Context: an optimization exercise on an open-source flow, tuned for small area. The choices shown serve that exercise and are no tape-out recipe. Where RTL was checked, it was by simulation tests only, not by an equivalence proof against the original. Power figures rest on the tool's default switching activity, not on a simulated workload.

==> 09-25: inputs <==
==> flow/design.v <==
module aqa32_core (
    input  wire        clk,
    input  wire        rst,           
    output wire        mem_req,
    output wire        mem_we,
    output wire [7:0]  mem_addr,
    output wire [31:0] mem_wdata,
    input  wire        mem_ready,
    input  wire [31:0] mem_rdata,
    output wire        out_valid,
    output wire        out_chr,       
    output wire [31:0] out_value,
    input  wire        inp_avail,
    output wire        inp_take,
    output wire        halted,
    output wire        fault,
    output wire [2:0]  fault_code,
    output wire [31:0] fault_pc
);
    localparam [4:0] OP_LDR = 5'd0,  OP_STR = 5'd1,  OP_ADD = 5'd2,  OP_SUB = 5'd3,
                     OP_MOV = 5'd4,  OP_CMP = 5'd5,  OP_B   = 5'd6,  OP_BEQ = 5'd7,
                     OP_BNE = 5'd8,  OP_BGT = 5'd9,  OP_BLT = 5'd10, OP_AND = 5'd11,
                     OP_ORR = 5'd12, OP_EOR = 5'd13, OP_MVN = 5'd14, OP_LSL = 5'd15,
                     OP_LSR = 5'd16, OP_HALT = 5'd17, OP_INP = 5'd18, OP_OUT = 5'd19;
    localparam [3:0] S_INIT  = 4'd0,    
                     S_FETCH = 4'd1,
                     S_DEC   = 4'd2,
                     S_OP    = 4'd3,    
                     S_MEM   = 4'd4,
                     S_LDD   = 4'd5,
                     S_WB    = 4'd6,    
                     S_OUTV  = 4'd7,
                     S_INP   = 4'd8,
                     S_INC   = 4'd9,    
                     S_ROT   = 4'd10,   
                     S_SHO   = 4'd11,   
                     S_FCAP  = 4'd12,   
                     S_FAULT = 4'd13,
                     S_HALT  = 4'd14;
    reg  [3:0]  st;
    reg         run;      
    reg  [4:0]  cnt;
    reg  [31:0] W;
    reg  [31:0] Y;
    reg  [7:0]  A8;
    reg  [8:0]  P;
    reg         pcc;      
    reg         alc;      
    reg         acc;      
    reg         gt;       
    reg         cz;       
    reg         cn;       
    reg         ff;       
    wire [4:0]  opcode = W[31:27];
    wire [3:0]  rn     = W[26:23];
    wire [3:0]  rd     = W[22:19];
    wire [2:0]  mode   = W[18:16];
    wire [15:0] o2     = W[15:0];
    wire is_ldr  = opcode == OP_LDR;
    wire is_str  = opcode == OP_STR;
    wire is_cmp  = opcode == OP_CMP;
    wire is_lsl  = opcode == OP_LSL;
    wire is_lsr  = opcode == OP_LSR;
    wire is_out  = opcode == OP_OUT;
    wire is_br   = (opcode >= OP_B) && (opcode <= OP_BLT);
    wire is_shift = is_lsl || is_lsr;
    wire alu_wr  = (opcode == OP_ADD) || (opcode == OP_SUB) || (opcode == OP_MOV) ||
                   (opcode == OP_AND) || (opcode == OP_ORR) || (opcode == OP_EOR) ||
                   (opcode == OP_MVN);
    wire uses_rn = (opcode == OP_ADD) || (opcode == OP_SUB) || (opcode == OP_AND) ||
                   (opcode == OP_ORR) || (opcode == OP_EOR) || (opcode == OP_LSL) ||
                   (opcode == OP_LSR) || (opcode == OP_CMP) || (opcode == OP_OUT);
    wire uses_rd = alu_wr || is_ldr || is_str || is_shift;
    wire f_op   = opcode >= 5'd20;
    wire f_mode = mode >= 3'd2;
    wire f_rng  = ((mode == 3'd0) && (o2 >= 16'd14)) ||
                  (uses_rn && (rn >= 4'd14)) || (uses_rd && (rd >= 4'd14));
    wire sfault = f_op || f_mode || f_rng;
    wire [2:0] scode = f_op ? 3'd3 : f_mode ? 3'd4 : 3'd2;
    wire c0    = cnt == 5'd0;
    wire c31   = cnt == 5'd31;
    wire pc_lo = cnt < 5'd9;
    wire a8_lo = cnt < 5'd8;
    wire hi8   = cnt >= 5'd8;
    function is_pass(input [3:0] x);
        is_pass = (x == S_INIT) || (x == S_OP) || (x == S_WB) || (x == S_INC) ||
                  (x == S_ROT) || (x == S_SHO) || (x == S_FCAP);
    endfunction
    wire cc  = c0 ? (st != S_FCAP) : pcc;
    wire pcs = pc_lo && (P[0] ^ cc);
    wire [12:0] rb;
    genvar k;
    generate
        for (k = 0; k < 13; k = k + 1) begin : R
            reg [31:0] q;
            assign rb[k] = q[0];
        end
    endgenerate
    function rsel(input [3:0] idx, input [12:0] bits, input pcb);
        if (idx == 4'd13) rsel = pcb;
        else if (idx < 4'd13) rsel = bits[idx];
        else rsel = 1'b0;
    endfunction
    wire [3:0] sel_a = is_str ? rd : rn;
    wire a    = rsel(sel_a, rb, pcs);
    wire breg = rsel(o2[3:0], rb, pcs);
    wire wm   = W[cnt];
    wire imm  = wm && !cnt[4];
    wire op2  = mode[0] ? imm : breg;
    wire sub = (opcode == OP_SUB) || is_cmp;
    wire bb  = op2 ^ sub;
    wire ac  = c0 ? sub : alc;
    wire sum = a ^ bb ^ ac;
    wire co  = (a & bb) | (a & ac) | (bb & ac);
    reg  y;
    always @(*) begin
        case (opcode)
            OP_ADD, OP_SUB: y = sum;
            OP_AND:         y = a & op2;
            OP_ORR:         y = a | op2;
            OP_EOR:         y = a ^ op2;
            OP_MVN:         y = ~op2;
            default:        y = op2;
        endcase
    end
    reg taken;
    always @(*) begin
        case (opcode)
            OP_B:    taken = 1'b1;
            OP_BEQ:  taken = !cz;
            OP_BNE:  taken = cz;
            OP_BGT:  taken = cz && !cn;
            OP_BLT:  taken = cn;
            default: taken = 1'b0;
        endcase
    end
    wire [4:0] s   = A8[4:0];
    wire big       = acc || (A8[7:5] != 3'd0);
    wire lt        = cnt < s;
    wire shout     = Y[0] && !(is_lsl && lt);
    reg wbit;
    always @(*) begin
        case (st)
            S_OP:    wbit = y;
            S_WB:    wbit = wm;
            S_SHO:   wbit = shout;
            default: wbit = 1'b0;
        endcase
    end
    wire ok    = !sfault;
    wire [3:0] wsel = (st == S_WB) ? A8[3:0] : rd;
    wire wrd   = run && (((st == S_OP) && alu_wr && ok) || (st == S_SHO) || (st == S_WB));
    wire fin   = (st == S_INIT) || (st == S_WB) || (st == S_INC) || (st == S_SHO) ||
                 ((st == S_OP) && (alu_wr || is_cmp || is_br) && ok);
    wire pwr   = (st == S_INIT) || (wrd && (wsel == 4'd13)) ||
                 ((st == S_OP) && is_br && taken && ok);
    wire pin   = pwr ? wbit : fin ? (P[0] ^ cc) : P[0];
    generate
        for (k = 0; k < 13; k = k + 1) begin : RW
            wire we = (run && (st == S_INIT)) || (wrd && (wsel == k));
            always @(posedge clk)
                R[k].q <= {we ? wbit : R[k].q[0], R[k].q[31:1]};
        end
    endgenerate
    wire acc_f   = acc || op2;
    wire dev_bad = acc || (A8[7:2] != 6'd0) || !(A8[0] ^ A8[1]);
    wire kbit    = !cnt[4] || (cnt == 5'd20);    
    wire op_flt  = sfault || ((is_ldr || is_str) && acc_f) ||
                   (is_out && (acc_f || dev_bad || (A8[1] && (a || gt))));
    reg [3:0] nst;
    always @(*) begin
        nst = st;
        case (st)
            S_FETCH: begin
                if (acc) nst = S_FAULT;
                else if (P[8]) nst = S_FCAP;
                else if (mem_ready) nst = S_DEC;
            end
            S_DEC:   nst = S_OP;
            S_MEM:   if (mem_ready) nst = is_str ? S_INC : S_LDD;
            S_LDD:   nst = S_WB;
            S_OUTV:  nst = S_INC;
            S_INP:   if (inp_avail) nst = S_INC;
            S_FAULT, S_HALT: ;
            default: if (run && c31) begin
                case (st)
                    S_OP: begin
                        if (op_flt) nst = S_FCAP;
                        else if (is_ldr || is_str) nst = S_MEM;
                        else if (is_out) nst = S_OUTV;
                        else if (is_shift) nst = S_ROT;
                        else if (opcode == OP_HALT) nst = S_HALT;
                        else if (opcode == OP_INP) nst = S_INP;
                        else nst = S_FETCH;
                    end
                    S_ROT:   nst = S_SHO;
                    S_FCAP:  nst = S_FAULT;
                    default: nst = S_FETCH;    
                endcase
            end
        endcase
    end
    always @(posedge clk) begin
        if (rst) begin
            st  <= S_INIT;
            cnt <= 5'd0;
            run <= 1'b1;
        end else begin
            st  <= nst;
            cnt <= cnt + 5'd1;
            if (c31) run <= is_pass(nst);
        end
    end
    always @(posedge clk) begin
        if (st == S_FETCH) ff <= 1'b1;
        else if (st == S_DEC) ff <= 1'b0;
        if ((st == S_DEC) || (st == S_LDD)) W <= mem_rdata;
        pcc <= cc & P[0];
        if (run && pc_lo) P <= {pin, P[8:1]};
        if (run && (st == S_OP) && a8_lo) A8 <= {op2, A8[7:1]};
        else if ((st == S_MEM) && mem_ready) A8[3:0] <= rd;
        if (run) begin
            if (st == S_OP) Y <= {pwr ? wbit : a, Y[31:1]};
            else if (st == S_FCAP) Y <= {pcs, Y[31:1]};
            else if (st == S_ROT) begin
                if (big || (lt ^ is_lsl)) Y <= {(is_lsr || big) ? 1'b0 : Y[0], Y[31:1]};
            end else Y <= {wbit, Y[31:1]};
        end
        if (run && ((st == S_OP) || fin))
            acc <= c0 ? 1'b0 : (acc || (hi8 && (fin ? (pwr && wbit) : op2)));
        alc <= co;
        if (run && (st == S_OP)) gt <= kbit ? (a && gt && !c0) : (a || gt);
        if (run && (st == S_INIT)) begin
            cz <= 1'b0;
            cn <= 1'b0;
        end else if (run && (st == S_OP) && is_cmp && ok) begin
            cz <= (cz && !c0) || sum;
            if (c31) cn <= !co;
        end
    end
    assign mem_req   = (st == S_FETCH) || (st == S_MEM);
    assign mem_we    = (st == S_MEM) && is_str;
    assign mem_addr  = (st == S_FETCH) ? P[7:0] : A8;
    assign mem_wdata = Y;
    assign out_valid = st == S_OUTV;
    assign out_chr   = A8[1];
    assign out_value = Y;
    assign inp_take  = (st == S_INP) && inp_avail;
    assign halted    = st == S_HALT;
    assign fault     = st == S_FAULT;
    assign fault_code = ff ? 3'd2 : sfault ? scode : !is_out ? 3'd2 : dev_bad ? 3'd5 : 3'd6;
    assign fault_pc  = Y;
endmodule
==> flow/flow/run.sh <==
#!/bin/bash
# Standard ORFS layout, with two changes: port buffers use the smallest buffer
# cell, and clock tree synthesis uses clkbuf_4 without dummy loads.
set -euo pipefail
bash standard.sh \
  "BUFFER_PORTS_ARGS=-buffer_cell sky130_fd_sc_hd__buf_1" \
  "CTS_ARGS=-sink_clustering_enable -repair_clock_nets -buf_list sky130_fd_sc_hd__clkbuf_4 -sink_clustering_size 10 -sink_clustering_max_diameter 50 -dont_use_dummy_load" \
  finish > standard.log 2>&1
==> flow/standard.sh <==
#!/bin/bash
# synth_recipe.tcl (not shown) runs the flow's synth.tcl, then flattens the netlist and writes it again
# the make line also repeats each setting of config.mk as NAME=value (left out here)
make -C /OpenROAD-flow-scripts/flow DESIGN_CONFIG=/design/flow/config.mk WORK_HOME=/design/flow/orfs CLKGATE_MAP_FILE= SYNTH_SCRIPT=/design/flow/synth_recipe.tcl "${@:-finish}"
==> flow/config.mk <==
export PLATFORM = sky130hd
export DESIGN_NAME = aqa32_core
export DESIGN_NICKNAME = aqa32_core
export VERILOG_FILES = /design/flow/design.v
export SDC_FILE = /design/flow/constraint.sdc
export NUM_CORES = 4
export LEC_CHECK = 0
export ABC_AREA = 1
export CAP_MARGIN = 20
export CORE_MARGIN = 2
export CORE_UTILIZATION = 40
export PLACE_DENSITY = 0.6
export SLEW_MARGIN = 20
==> flow/constraint.sdc <==
create_clock -name core_clock -period 12.0 [get_ports {clk}]
set_input_delay 2.4000 -clock core_clock [delete_from_list [all_inputs] [get_ports {clk}]]
set_output_delay 2.4000 -clock core_clock [all_outputs]
set_load 0.01 [all_outputs]
==> 02-16 (differences from 09-25) <==
--- a/flow/design.v
+++ b/flow/design.v
@@ -37,5 +37,6 @@
                      S_FCAP  = 4'd12,   
                      S_FAULT = 4'd13,
-                     S_HALT  = 4'd14;
+                     S_HALT  = 4'd14,
+                     S_FA    = 4'd15;   
     reg  [3:0]  st;
     reg         run;      
@@ -44,9 +45,9 @@
     reg  [31:0] Y;
     reg  [7:0]  A8;
-    reg  [8:0]  P;
+    reg  [7:0]  P;        
+    reg         p8;       
     reg         pcc;      
     reg         alc;      
     reg         acc;      
-    reg         gt;       
     reg         cz;       
     reg         cn;       
@@ -88,5 +89,5 @@
     endfunction
     wire cc  = c0 ? (st != S_FCAP) : pcc;
-    wire pcs = pc_lo && (P[0] ^ cc);
+    wire pcs = pc_lo && ((cnt[3] ? p8 : P[0]) ^ cc);
     wire [12:0] rb;
     genvar k;
@@ -108,6 +109,7 @@
     wire imm  = wm && !cnt[4];
     wire op2  = mode[0] ? imm : breg;
+    wire kbit = !cnt[4] || (cnt == 5'd20);    
     wire sub = (opcode == OP_SUB) || is_cmp;
-    wire bb  = op2 ^ sub;
+    wire bb  = is_out ? !kbit : (op2 ^ sub);
     wire ac  = c0 ? sub : alc;
     wire sum = a ^ bb ^ ac;
@@ -165,7 +167,6 @@
     wire acc_f   = acc || op2;
     wire dev_bad = acc || (A8[7:2] != 6'd0) || !(A8[0] ^ A8[1]);
-    wire kbit    = !cnt[4] || (cnt == 5'd20);    
     wire op_flt  = sfault || ((is_ldr || is_str) && acc_f) ||
-                   (is_out && (acc_f || dev_bad || (A8[1] && (a || gt))));
+                   (is_out && (acc_f || dev_bad || (A8[1] && co)));
     reg [3:0] nst;
     always @(*) begin
@@ -174,5 +175,5 @@
             S_FETCH: begin
                 if (acc) nst = S_FAULT;
-                else if (P[8]) nst = S_FCAP;
+                else if (p8) nst = S_FCAP;
                 else if (mem_ready) nst = S_DEC;
             end
@@ -182,4 +183,5 @@
             S_OUTV:  nst = S_INC;
             S_INP:   if (inp_avail) nst = S_INC;
+            S_FA:    if (cnt == 5'd7) nst = S_FETCH;
             S_FAULT, S_HALT: ;
             default: if (run && c31) begin
@@ -192,9 +194,9 @@
                         else if (opcode == OP_HALT) nst = S_HALT;
                         else if (opcode == OP_INP) nst = S_INP;
-                        else nst = S_FETCH;
+                        else nst = S_FA;
                     end
                     S_ROT:   nst = S_SHO;
                     S_FCAP:  nst = S_FAULT;
-                    default: nst = S_FETCH;    
+                    default: nst = S_FA;       
                 endcase
             end
@@ -217,6 +219,8 @@
         if ((st == S_DEC) || (st == S_LDD)) W <= mem_rdata;
         pcc <= cc & P[0];
-        if (run && pc_lo) P <= {pin, P[8:1]};
+        P <= {(run && a8_lo) ? pin : P[0], P[7:1]};
+        if (run && (cnt == 5'd8) && (pwr || fin)) p8 <= pwr ? wbit : cc;
         if (run && (st == S_OP) && a8_lo) A8 <= {op2, A8[7:1]};
+        else if (st == S_FA) A8 <= {P[0], A8[7:1]};
         else if ((st == S_MEM) && mem_ready) A8[3:0] <= rd;
         if (run) begin
@@ -230,5 +234,4 @@
             acc <= c0 ? 1'b0 : (acc || (hi8 && (fin ? (pwr && wbit) : op2)));
         alc <= co;
-        if (run && (st == S_OP)) gt <= kbit ? (a && gt && !c0) : (a || gt);
         if (run && (st == S_INIT)) begin
             cz <= 1'b0;
@@ -241,5 +244,5 @@
     assign mem_req   = (st == S_FETCH) || (st == S_MEM);
     assign mem_we    = (st == S_MEM) && is_str;
-    assign mem_addr  = (st == S_FETCH) ? P[7:0] : A8;
+    assign mem_addr  = A8;
     assign mem_wdata = Y;
     assign out_valid = st == S_OUTV;
==> flow/flow/run.sh (replaced) <==
#!/bin/bash
# The standard ORFS layout with three changes:
#  - synthesis maps the logic with a stronger ABC area script (three rounds of
#    strash; dch; map -a) instead of ORFS's abc_area.script; everything else in
#    synthesis (registers included) is the standard synthesis;
#  - port buffers use the smallest buffer cell (buf_1);
#  - clock tree synthesis uses clkbuf_4 in small clusters, without dummy loads.
set -euo pipefail
work=$PWD
rm -rf "$work/scripts_area"
cp -r "$FLOW_HOME/scripts" "$work/scripts_area"
cp "$work/flow/abc_area.script" "$work/scripts_area/abc_area.script"
bash standard.sh "SCRIPTS_DIR=$work/scripts_area" synth > synth.log 2>&1
bash standard.sh \
  "BUFFER_PORTS_ARGS=-buffer_cell sky130_fd_sc_hd__buf_1" \
  "CTS_ARGS=-sink_clustering_enable -repair_clock_nets -buf_list sky130_fd_sc_hd__clkbuf_4 -sink_clustering_size 12 -sink_clustering_max_diameter 40 -dont_use_dummy_load" \
  finish > standard.log 2>&1
==> flow/flow/abc_area.script (new file) <==
strash
dch
map -a
strash
dch
map -a
strash
dch
map -a
topo
- CORE_UTILIZATION: 40 -> 65
- PLACE_DENSITY: 0.6 -> 0.75
==> 05-23 (differences from 09-25) <==
--- a/flow/design.v
+++ b/flow/design.v
@@ -37,5 +37,6 @@
                      S_FCAP  = 4'd12,   
                      S_FAULT = 4'd13,
-                     S_HALT  = 4'd14;
+                     S_HALT  = 4'd14,
+                     S_FA    = 4'd15;   
     reg  [3:0]  st;
     reg         run;      
@@ -44,5 +45,6 @@
     reg  [31:0] Y;
     reg  [7:0]  A8;
-    reg  [8:0]  P;
+    reg  [7:0]  P;        
+    reg         p8;       
     reg         pcc;      
     reg         alc;      
@@ -88,5 +90,5 @@
     endfunction
     wire cc  = c0 ? (st != S_FCAP) : pcc;
-    wire pcs = pc_lo && (P[0] ^ cc);
+    wire pcs = pc_lo && ((cnt[3] ? p8 : P[0]) ^ cc);
     wire [12:0] rb;
     genvar k;
@@ -174,5 +176,5 @@
             S_FETCH: begin
                 if (acc) nst = S_FAULT;
-                else if (P[8]) nst = S_FCAP;
+                else if (p8) nst = S_FCAP;
                 else if (mem_ready) nst = S_DEC;
             end
@@ -182,4 +184,5 @@
             S_OUTV:  nst = S_INC;
             S_INP:   if (inp_avail) nst = S_INC;
+            S_FA:    if (cnt == 5'd7) nst = S_FETCH;
             S_FAULT, S_HALT: ;
             default: if (run && c31) begin
@@ -192,9 +195,9 @@
                         else if (opcode == OP_HALT) nst = S_HALT;
                         else if (opcode == OP_INP) nst = S_INP;
-                        else nst = S_FETCH;
+                        else nst = S_FA;
                     end
                     S_ROT:   nst = S_SHO;
                     S_FCAP:  nst = S_FAULT;
-                    default: nst = S_FETCH;    
+                    default: nst = S_FA;       
                 endcase
             end
@@ -217,6 +220,8 @@
         if ((st == S_DEC) || (st == S_LDD)) W <= mem_rdata;
         pcc <= cc & P[0];
-        if (run && pc_lo) P <= {pin, P[8:1]};
+        P <= {(run && a8_lo) ? pin : P[0], P[7:1]};
+        if (run && (cnt == 5'd8) && (pwr || fin)) p8 <= pwr ? wbit : cc;
         if (run && (st == S_OP) && a8_lo) A8 <= {op2, A8[7:1]};
+        else if (st == S_FA) A8 <= {P[0], A8[7:1]};
         else if ((st == S_MEM) && mem_ready) A8[3:0] <= rd;
         if (run) begin
@@ -241,5 +246,5 @@
     assign mem_req   = (st == S_FETCH) || (st == S_MEM);
     assign mem_we    = (st == S_MEM) && is_str;
-    assign mem_addr  = (st == S_FETCH) ? P[7:0] : A8;
+    assign mem_addr  = A8;
     assign mem_wdata = Y;
     assign out_valid = st == S_OUTV;
==> flow/flow/run.sh (replaced) <==
#!/bin/bash
# The standard ORFS layout with three changes:
#  - synthesis maps the logic with a stronger ABC area script (three rounds of
#    strash; dch; map -a) instead of ORFS's abc_area.script; everything else in
#    synthesis (registers included) is the standard synthesis;
#  - port buffers use the smallest buffer cell (buf_1);
#  - clock tree synthesis uses clkbuf_4 in small clusters, without dummy loads.
set -euo pipefail
work=$PWD
rm -rf "$work/scripts_area"
cp -r "$FLOW_HOME/scripts" "$work/scripts_area"
cp "$work/flow/abc_area.script" "$work/scripts_area/abc_area.script"
bash standard.sh "SCRIPTS_DIR=$work/scripts_area" synth > synth.log 2>&1
bash standard.sh \
  "BUFFER_PORTS_ARGS=-buffer_cell sky130_fd_sc_hd__buf_1" \
  "CTS_ARGS=-sink_clustering_enable -repair_clock_nets -buf_list sky130_fd_sc_hd__clkbuf_4 -sink_clustering_size 10 -sink_clustering_max_diameter 50 -dont_use_dummy_load" \
  finish > standard.log 2>&1
==> flow/flow/abc_area.script (new file) <==
strash
dch
map -a
strash
dch
map -a
strash
dch
map -a
topo
==> qor summary <==
	05-23	09-25	02-16
Result of the run	complete, no violations	complete, no violations	complete, no violations
Worst-Margin Slew	1.03 ns	1.06 ns	1.06 ns
Worst Path Required	9.60 ns	9.60 ns	12.39 ns
Number of cells on the worst reg-to-reg path	21	23	23
Critical-path maximum fanout	6	9	22
Crit Path Class	flip-flop to output pin	flip-flop to output pin	flip-flop to flip-flop
Total routing usage reported by global routing	13.7%	14.0%	22.4%
Maximum cell stage delay along the critical path	0.43 ns	0.58 ns	0.71 ns
Final Routed Wirelength	24.3 mm	25.9 mm	24.5 mm
Count of fill cells added during filler insertion	3236	3342	1478
Switching fraction of total power	25.7%	28.7%	25.2%
Worst setup slack before clock tree synthesis	6.43 ns	6.87 ns	6.16 ns
Reg2Reg Setup Slack	6.40 ns	7.03 ns	6.10 ns
CP Depth	15	13	23
Mapped Cells	1067	1159	1063
Clock share of power	24.3%	18.5%	22.6%
No functional check of the RTL was part of 02-16.

==> static timing again, ports no longer ideal <==
Ports are ideal in the flow. The routed layouts listed here were re-timed in OpenROAD.
Step 1: set_driving_cell puts a clkbuf_16 on clk and a buf_2 on each other input, an assumption about the parent block.
Step 2 also shifts input and output timing later by t, the mid clock arrival at the registers, as if the neighbouring blocks saw the same clock.
a / b / c = no drivers / after step 1 / after step 2; a / b = the first two.
run | t (ns) | setup slack, ns | worst data-port slew with drivers (ns) | cell pins on the clock port's net
09-25 | 0.712 | 6.510 / 6.467 / 6.843 | 0.09 | 1
02-16 | 0.676 | 6.102 / 6.102 / 6.102 | 0.04 | 1
05-23 | 0.726 | 5.954 / 5.915 / 6.396 | 0.04 | 1
After both steps every run listed still meets setup and hold.
